What follows belongs to an exercise in optimizing a design on an open flow for small area, a short achievable clock period and few clock cycles per item; a production flow would make more cautious choices.
RTL that was checked went through simulation tests only; none was proved equivalent to the original.

## lane 3
==> flow/design.v (excerpt) <==
module ydl_angle_engine (
    input  wire        clk,
    input  wire        rst,
    input  wire        hdr_valid,
    output wire        hdr_ready,
    input  wire [15:0] hdr_start_code,
    input  wire [15:0] hdr_end_code,
    input  wire [7:0]  hdr_count,
    input  wire [13:0] hdr_dist_first,
    input  wire [13:0] hdr_dist_last,
    input  wire        smp_valid,
    output wire        smp_ready,
    input  wire [23:0] smp_raw,
    output wire        out_valid,
    input  wire        out_ready,
    output reg  [15:0] out_angle,
    output reg  [13:0] out_dist,
    output reg  [9:0]  out_intensity,
    output reg         out_last
);
    localparam [2:0] W_IDLE = 3'd0,   
                     W_S0   = 3'd1,   
                     W_S1   = 3'd2,   
                     W_WT   = 3'd3,   
                     W_DIV  = 3'd4,   
                     W_DONE = 3'd5;   
    reg        out_v, skid_v;
    reg [15:0] sk_angle;
    reg [13:0] sk_dist;
    reg [9:0]  sk_int;
    reg        sk_last;
    wire       en = ~skid_v;
    assign out_valid = out_v;
    reg  [2:0]  w_st;
    reg  [3:0]  w_cnt;
    reg  [7:0]  w_dv;               
    reg         w_nb, w_nd;         
    reg  [20:0] w_f;                
    reg  [27:0] w_q;                
    reg  [7:0]  w_r;
    reg         p_v, p_conv;
    reg  [20:0] p_f;
    reg  [7:0]  p_n;
    reg  [27:0] p_step;
    reg         e_act, e_conv;
    reg  [7:0]  e_rem;
    reg  [27:0] e_acc, e_step;
    reg         hdr_rdy_q, smp_rdy_q;   
    wire        w_bub = w_nb & ((w_st == W_S0) | (w_st == W_S1));
  ...
Size: ~5700 cells after synthesis, about 990 flip-flops.
clock: 12.0 ns
lec_check: 0
abc_area: 1
cap_margin: 20
core_margin: 2
core_utilization: 40
slew_margin: 20
run.sh (not shown) runs the stock make flow with config.mk's settings and CLKGATE_MAP_FILE= SYNTH_SCRIPT=/design/flow/synth_recipe.tcl, a recipe that flattens the netlist after the stock synthesis.
The inputs of lane 4 differ from those of lane 3 as listed below.
--- a/flow/design.v
+++ b/flow/design.v
@@ -709,21 +709,21 @@
     assign out_valid = out_v;
     reg  [2:0]  w_st;
     reg  [3:0]  w_cnt;
     reg  [7:0]  w_dv;               
     reg         w_nb, w_nd;         
     reg  [20:0] w_f;                
-    reg  [27:0] w_q;                
-    reg  [7:0]  w_r;
+    reg  [26:0] w_q;                
+    reg  [9:0]  w_r;
     reg         p_v, p_conv;
     reg  [20:0] p_f;
     reg  [7:0]  p_n;
-    reg  [27:0] p_step;
+    reg  [26:0] p_step;
     reg         e_act, e_conv;
     reg  [7:0]  e_rem;
-    reg  [27:0] e_acc, e_step;
+    reg  [26:0] e_acc, e_step;
     reg         hdr_rdy_q, smp_rdy_q;   
     wire        w_bub = w_nb & ((w_st == W_S0) | (w_st == W_S1));
     assign hdr_ready = hdr_rdy_q;       
     assign smp_ready = smp_rdy_q;       
     wire        hdr_take = hdr_valid & hdr_ready;
     wire        smp_take = smp_valid & smp_ready;
@@ -773,13 +773,13 @@
             end else begin
                 r0_b    <= 1'b0;
                 r0_last <= e_last;
                 r0_conv <= e_conv;
                 r0_d    <= smp_raw[23:10];
                 r0_int  <= smp_raw[9:0];
-                r0_z    <= e_acc[27:7];
+                r0_z    <= e_acc[26:6];
             end
         end
     end
     wire        x_v;
     wire [25:0] x_pay;
     wire [20:0] x_z;
@@ -839,20 +839,19 @@
             sk_angle <= x_ang;
             sk_dist  <= x_d;
             sk_int   <= x_int;
             sk_last  <= x_last;
         end
     end
-    wire [8:0]  r2a = {w_r, w_q[27]};
-    wire [9:0]  dfa = {1'b0, r2a} - {2'b0, w_dv};
-    wire        gea = ~dfa[9];
-    wire [7:0]  ra  = gea ? dfa[7:0] : r2a[7:0];
-    wire [8:0]  r2b = {ra, w_q[26]};
-    wire [9:0]  dfb = {1'b0, r2b} - {2'b0, w_dv};
-    wire        geb = ~dfb[9];
-    wire [7:0]  rb  = geb ? dfb[7:0] : r2b[7:0];
+    wire [9:0]  dvx = {2'b0, w_dv};
+    wire [9:0]  r2a = {w_r[8:0], w_q[26]};
+    wire [9:0]  ra  = w_r[9] ? r2a + dvx : r2a - dvx;
+    wire [9:0]  r2b = {ra[8:0], w_q[25]};
+    wire [9:0]  rb  = ra[9] ? r2b + dvx : r2b - dvx;
+    wire [9:0]  r2c = {rb[8:0], w_q[24]};
+    wire [9:0]  rc  = rb[9] ? r2c + dvx : r2c - dvx;
     wire        xb_en = en & x_v & x_b;
     wire [20:0] span = x_z - w_f;
     always @(posedge clk) begin
         if (rst)
             w_st <= W_IDLE;
         else
@@ -867,21 +866,21 @@
             end
             W_WT: begin
                 if (xb_en) begin
                     if (~x_last)
                         w_f <= x_z;
                     else begin
-                        w_q   <= {span, 7'd0};
-                        w_r   <= 8'd0;
+                        w_q   <= {span, 6'd0};
+                        w_r   <= 10'd0;
                         w_cnt <= 4'd0;
                     end
                 end
             end
             W_DIV: begin
-                w_q   <= {w_q[25:0], gea, geb};
-                w_r   <= rb;
+                w_q   <= {w_q[23:0], ~w_r[9], ~ra[9], ~rb[9]};
+                w_r   <= rc;
                 w_cnt <= w_cnt + 4'd1;
             end
             default: ;
         endcase
     end
     reg  [2:0] w_st_n;
@@ -889,13 +888,13 @@
         w_st_n = w_st;
         case (w_st)
             W_IDLE: if (hdr_valid) w_st_n = W_S0;
             W_S0:   if (~w_nb) w_st_n = W_DONE; else if (en) w_st_n = W_S1;
             W_S1:   if (en) w_st_n = W_WT;
             W_WT:   if (xb_en & x_last) w_st_n = w_nd ? W_DIV : W_DONE;
-            W_DIV:  if (w_cnt == 4'd13) w_st_n = W_DONE;
+            W_DIV:  if (w_cnt == 4'd8) w_st_n = W_DONE;
             W_DONE: if (hdr_take) w_st_n = W_IDLE;
             default: w_st_n = W_IDLE;
         endcase
     end
     wire w_nb_n   = (w_st == W_IDLE & hdr_valid) ? (hdr_count > 8'd1) : w_nb;
     wire w_bub_n  = w_nb_n & ((w_st_n == W_S0) | (w_st_n == W_S1));
@@ -921,13 +920,13 @@
     end
     always @(posedge clk) begin
         if (hdr_take) begin
             p_conv <= ~w_nb;
             p_f    <= w_nb ? w_f : {6'd0, hdr_start_code[15:1]};
             p_n    <= hdr_count;
-            p_step <= w_q;
+            p_step <= w_nd ? {w_q[25:0], 1'b1} : w_q;
         end
     end
     always @(posedge clk) begin
         if (rst)
             e_act <= 1'b0;
         else if (p_to_e)
@@ -936,13 +935,13 @@
             e_act <= 1'b0;
     end
     always @(posedge clk) begin
         if (p_to_e) begin
             e_conv <= p_conv;
             e_rem  <= p_n;
-            e_acc  <= {p_f, 7'd0};
+            e_acc  <= {p_f, 6'd0};
             e_step <= p_step;
         end else if (smp_take) begin
             e_rem  <= e_rem - 8'd1;
             e_acc  <= e_acc + e_step;
         end
     end
==> comparison <==
- Lower number of buffers and inverters on the critical path was reported by lane 3, not lane 4.
- Of lane 4 and lane 3, it is lane 4 that has the higher global-route usage.
- Post-layout minimum cycle time (higher): lane 4
- Summary — antenna diode count, lane 4 relative to lane 3: higher, by 2.
- Compared with lane 3, in lane 4 number of enable flip-flop cells after synthesis ~0 delta, post-synthesis cell count +392.
- Compared with lane 3, lane 4 ends up with a larger final cell area.
- Lane 4 finished every stage and its layout cleared the timing, design-rule and antenna checks.
- Wire length, lane 3 and lane 4, higher one = lane 4.
- Measured against lane 3, the wire length of the first global-routing pass of lane 4 comes out at 1.06 times the reference value.
- In lane 4 the total number of cells along the worst setup path turned out 21 higher than in lane 3.
- Die area: lane 4 > lane 3
- Going from lane 3 to lane 4, setup slack saw a decrease.
Function was not checked in any run of this note: the RTL went through the layout flow alone.

========
ydl_angle_engine, a different RTL version from the one above (not shown whole).
Size: ~5800 cells after synthesis, ~990 flip-flops, about 140 I/O pins, about 59000 um^2 of cells after synthesis.
clock: 12.0 ns
lec_check: 0
abc_area: 1
cap_margin: 20
core_margin: 2
core_utilization: 40
slew_margin: 20
The baseline ran to the end with no violations.
Testbench counts at the start, summed over its fixed seeds: cycles 61,056, items 56,574.
==> next run, changes <==
--- a/flow/design.v
+++ b/flow/design.v
@@ -716,27 +716,27 @@
     reg [9:0]  sk_int;
     reg        sk_last;
     wire       en = ~skid_v;
     assign out_valid = out_v;
     reg  [2:0]  w_st;
     reg  [3:0]  w_cnt;
     reg  [7:0]  w_dv;               
     reg         w_nb, w_nd;         
     reg  [20:0] w_f;                
-    reg  [27:0] w_q;                
+    reg  [26:0] w_q;                
     reg  [9:0]  w_r;
     reg         p_v, p_conv;
     reg  [20:0] p_f;
     reg  [7:0]  p_n;
-    reg  [27:0] p_step;
+    reg  [26:0] p_step;
     reg         e_act, e_conv;
     reg  [7:0]  e_rem;
-    reg  [27:0] e_acc, e_step;
+    reg  [26:0] e_acc, e_step;
     reg         hdr_rdy_q, smp_rdy_q;   
     wire        w_bub = w_nb & ((w_st == W_S0) | (w_st == W_S1));
     assign hdr_ready = hdr_rdy_q;       
     assign smp_ready = smp_rdy_q;       
     wire        hdr_take = hdr_valid & hdr_ready;
     wire        smp_take = smp_valid & smp_ready;
     wire        e_last = (e_rem == 8'd1);
     wire        p_to_e = p_v & (~e_act | (smp_take & e_last));
     reg         r0_v, r0_b, r0_last, r0_conv;
@@ -793,19 +793,19 @@
                 r0_d    <= (w_st == W_S0) ? hdr_dist_first : hdr_dist_last;
                 r0_z    <= {6'd0, (w_st == W_S0) ? hdr_start_code[15:1] : hdr_end_code[15:1]};
                 r0_int  <= 10'd0;
             end else begin
                 r0_b    <= 1'b0;
                 r0_last <= e_last;
                 r0_conv <= e_conv;
                 r0_d    <= smp_raw[23:10];
                 r0_int  <= smp_raw[9:0];
-                r0_z    <= e_acc[27:7];
+                r0_z    <= e_acc[26:6];
             end
         end
     end
     wire        x_v;
     wire [25:0] x_pay;
     wire [20:0] x_z;
     wire [15:0] x_ang;
     ydl_corr_cordic u_corr (
         .clk    (clk),
@@ -862,22 +862,24 @@
             end
         end else if (res_v) begin
             sk_angle <= x_ang;
             sk_dist  <= x_d;
             sk_int   <= x_int;
             sk_last  <= x_last;
         end
     end
     wire [9:0]  dvx = {2'b0, w_dv};
-    wire [10:0] sa  = {w_r[8:0], w_q[27], 1'b1} + {dvx ^ {10{~w_r[9]}}, ~w_r[9]};
+    wire [10:0] sa  = {w_r[8:0], w_q[26], 1'b1} + {dvx ^ {10{~w_r[9]}}, ~w_r[9]};
     wire [9:0]  ra  = sa[10:1];
-    wire [10:0] sb  = {ra[8:0], w_q[26], 1'b1} + {dvx ^ {10{~ra[9]}}, ~ra[9]};
+    wire [10:0] sb  = {ra[8:0], w_q[25], 1'b1} + {dvx ^ {10{~ra[9]}}, ~ra[9]};
     wire [9:0]  rb  = sb[10:1];
+    wire [10:0] sc  = {rb[8:0], w_q[24], 1'b1} + {dvx ^ {10{~rb[9]}}, ~rb[9]};
+    wire [9:0]  rc  = sc[10:1];
     wire        xb_en = en & x_v & x_b;
     wire [20:0] span = x_z - w_f;
     always @(posedge clk) begin
         if (rst)
             w_st <= W_IDLE;
         else
             w_st <= w_st_n;
     end
     always @(posedge clk) begin
@@ -886,41 +888,41 @@
                 w_dv <= hdr_count - 8'd1;
                 w_nb <= (hdr_count > 8'd1);
                 w_nd <= (hdr_count > 8'd2);
             end
             W_WT: begin
                 if (xb_en) begin
                     if (~x_last)
                         w_f <= x_z;
                     else begin
-                        w_q   <= {span, 7'd0};
+                        w_q   <= {span, 6'd0};
                         w_r   <= 10'd0;
                         w_cnt <= 4'd0;
                     end
                 end
             end
             W_DIV: begin
-                w_q   <= {w_q[25:0], ~w_r[9], ~ra[9]};
-                w_r   <= rb;
+                w_q   <= {w_q[23:0], ~w_r[9], ~ra[9], ~rb[9]};
+                w_r   <= rc;
                 w_cnt <= w_cnt + 4'd1;
             end
             default: ;
         endcase
     end
     reg  [2:0] w_st_n;
     always @(*) begin
         w_st_n = w_st;
         case (w_st)
             W_IDLE: if (hdr_valid) w_st_n = W_S0;
             W_S0:   if (~w_nb) w_st_n = W_DONE; else if (en) w_st_n = W_S1;
             W_S1:   if (en) w_st_n = W_WT;
             W_WT:   if (xb_en & x_last) w_st_n = w_nd ? W_DIV : W_DONE;
-            W_DIV:  if (w_cnt == 4'd13) w_st_n = W_DONE;
+            W_DIV:  if (w_cnt == 4'd8) w_st_n = W_DONE;
             W_DONE: if (hdr_take) w_st_n = W_IDLE;
             default: w_st_n = W_IDLE;
         endcase
     end
     wire w_nb_n   = (w_st == W_IDLE & hdr_valid) ? (hdr_count > 8'd1) : w_nb;
     wire w_bub_n  = w_nb_n & ((w_st_n == W_S0) | (w_st_n == W_S1));
     wire p_v_n    = hdr_take | (p_v & ~p_to_e);
     wire e_act_n  = p_to_e | (e_act & ~(smp_take & e_last));
     wire skid_v_n = skid_v ? ~out_ready : (~out_v | out_ready) ? 1'b0 : res_v;
@@ -940,32 +942,32 @@
             p_v <= 1'b1;
         else if (p_to_e)
             p_v <= 1'b0;
     end
     always @(posedge clk) begin
         if (hdr_take) begin
             p_conv <= ~w_nb;
             p_f    <= w_nb ? w_f : {6'd0, hdr_start_code[15:1]};
             p_n    <= hdr_count;
-            p_step <= w_nd ? {w_q[26:0], 1'b1} : w_q;
+            p_step <= w_nd ? {w_q[25:0], 1'b1} : w_q;
         end
     end
     always @(posedge clk) begin
         if (rst)
             e_act <= 1'b0;
         else if (p_to_e)
             e_act <= 1'b1;
         else if (smp_take & e_last)
             e_act <= 1'b0;
     end
     always @(posedge clk) begin
         if (p_to_e) begin
             e_conv <= p_conv;
             e_rem  <= p_n;
-            e_acc  <= {p_f, 7'd0};
+            e_acc  <= {p_f, 6'd0};
             e_step <= p_step;
         end else if (smp_take) begin
             e_rem  <= e_rem - 8'd1;
             e_acc  <= e_acc + e_step;
         end
     end
 endmodule
=> Global-route usage came out lower by 0.82 points; synthesized cell count came out lower by 3.5%; worst setup slack gets worse by 0.69 ns; flip-flop and latch count came out lower by 4; wire length came out lower by 6.4%; area after synthesis came out lower by 1.3%; utilization barely changes; via count came out lower by 3.4%; cell area came out lower by 1.4%; count of clock-buffer cells in the layout came out lower by 10.
Function not checked in the second run of this note: the RTL went through the layout flow alone.

==> what the ideal ports hide <==
Ports are ideal in the flow. The routed layouts listed here were re-timed in OpenROAD.
Step 1 (the two cells are an assumption about what drives the block):
set clk [get_ports {clk}]
set_driving_cell -lib_cell sky130_fd_sc_hd__clkbuf_16 $clk
set_driving_cell -lib_cell sky130_fd_sc_hd__buf_2 [delete_from_list [all_inputs] $clk]
Step 2 also shifts input and output timing later by t, the mid clock arrival at the registers, as if the neighbouring blocks saw the same clock.
Three values: ideal ports, drivers, drivers and shift; two values: the first two.
run | shift t [ns] | setup slack, ns | slew at the worst register clock pin (ns)
lane 3 | 0.778 | 6.481 / 6.533 / 5.755 | 0.08 / 0.08
lane 4 | 0.771 | 4.662 / 4.662 / 4.662 | 0.07 / 0.07
the first run of note 2 | 0.770 | 6.830 / 6.830 / 6.179 | 0.07 / 0.07
the second run of note 2 | 0.786 | 6.138 / 6.138 / 5.907 | 0.07 / 0.07
After both steps every run listed still meets setup and hold. For lane 3, which loses most, drivers alone change the setup slack by +0.052 ns; drivers and shift together by -0.726 ns.
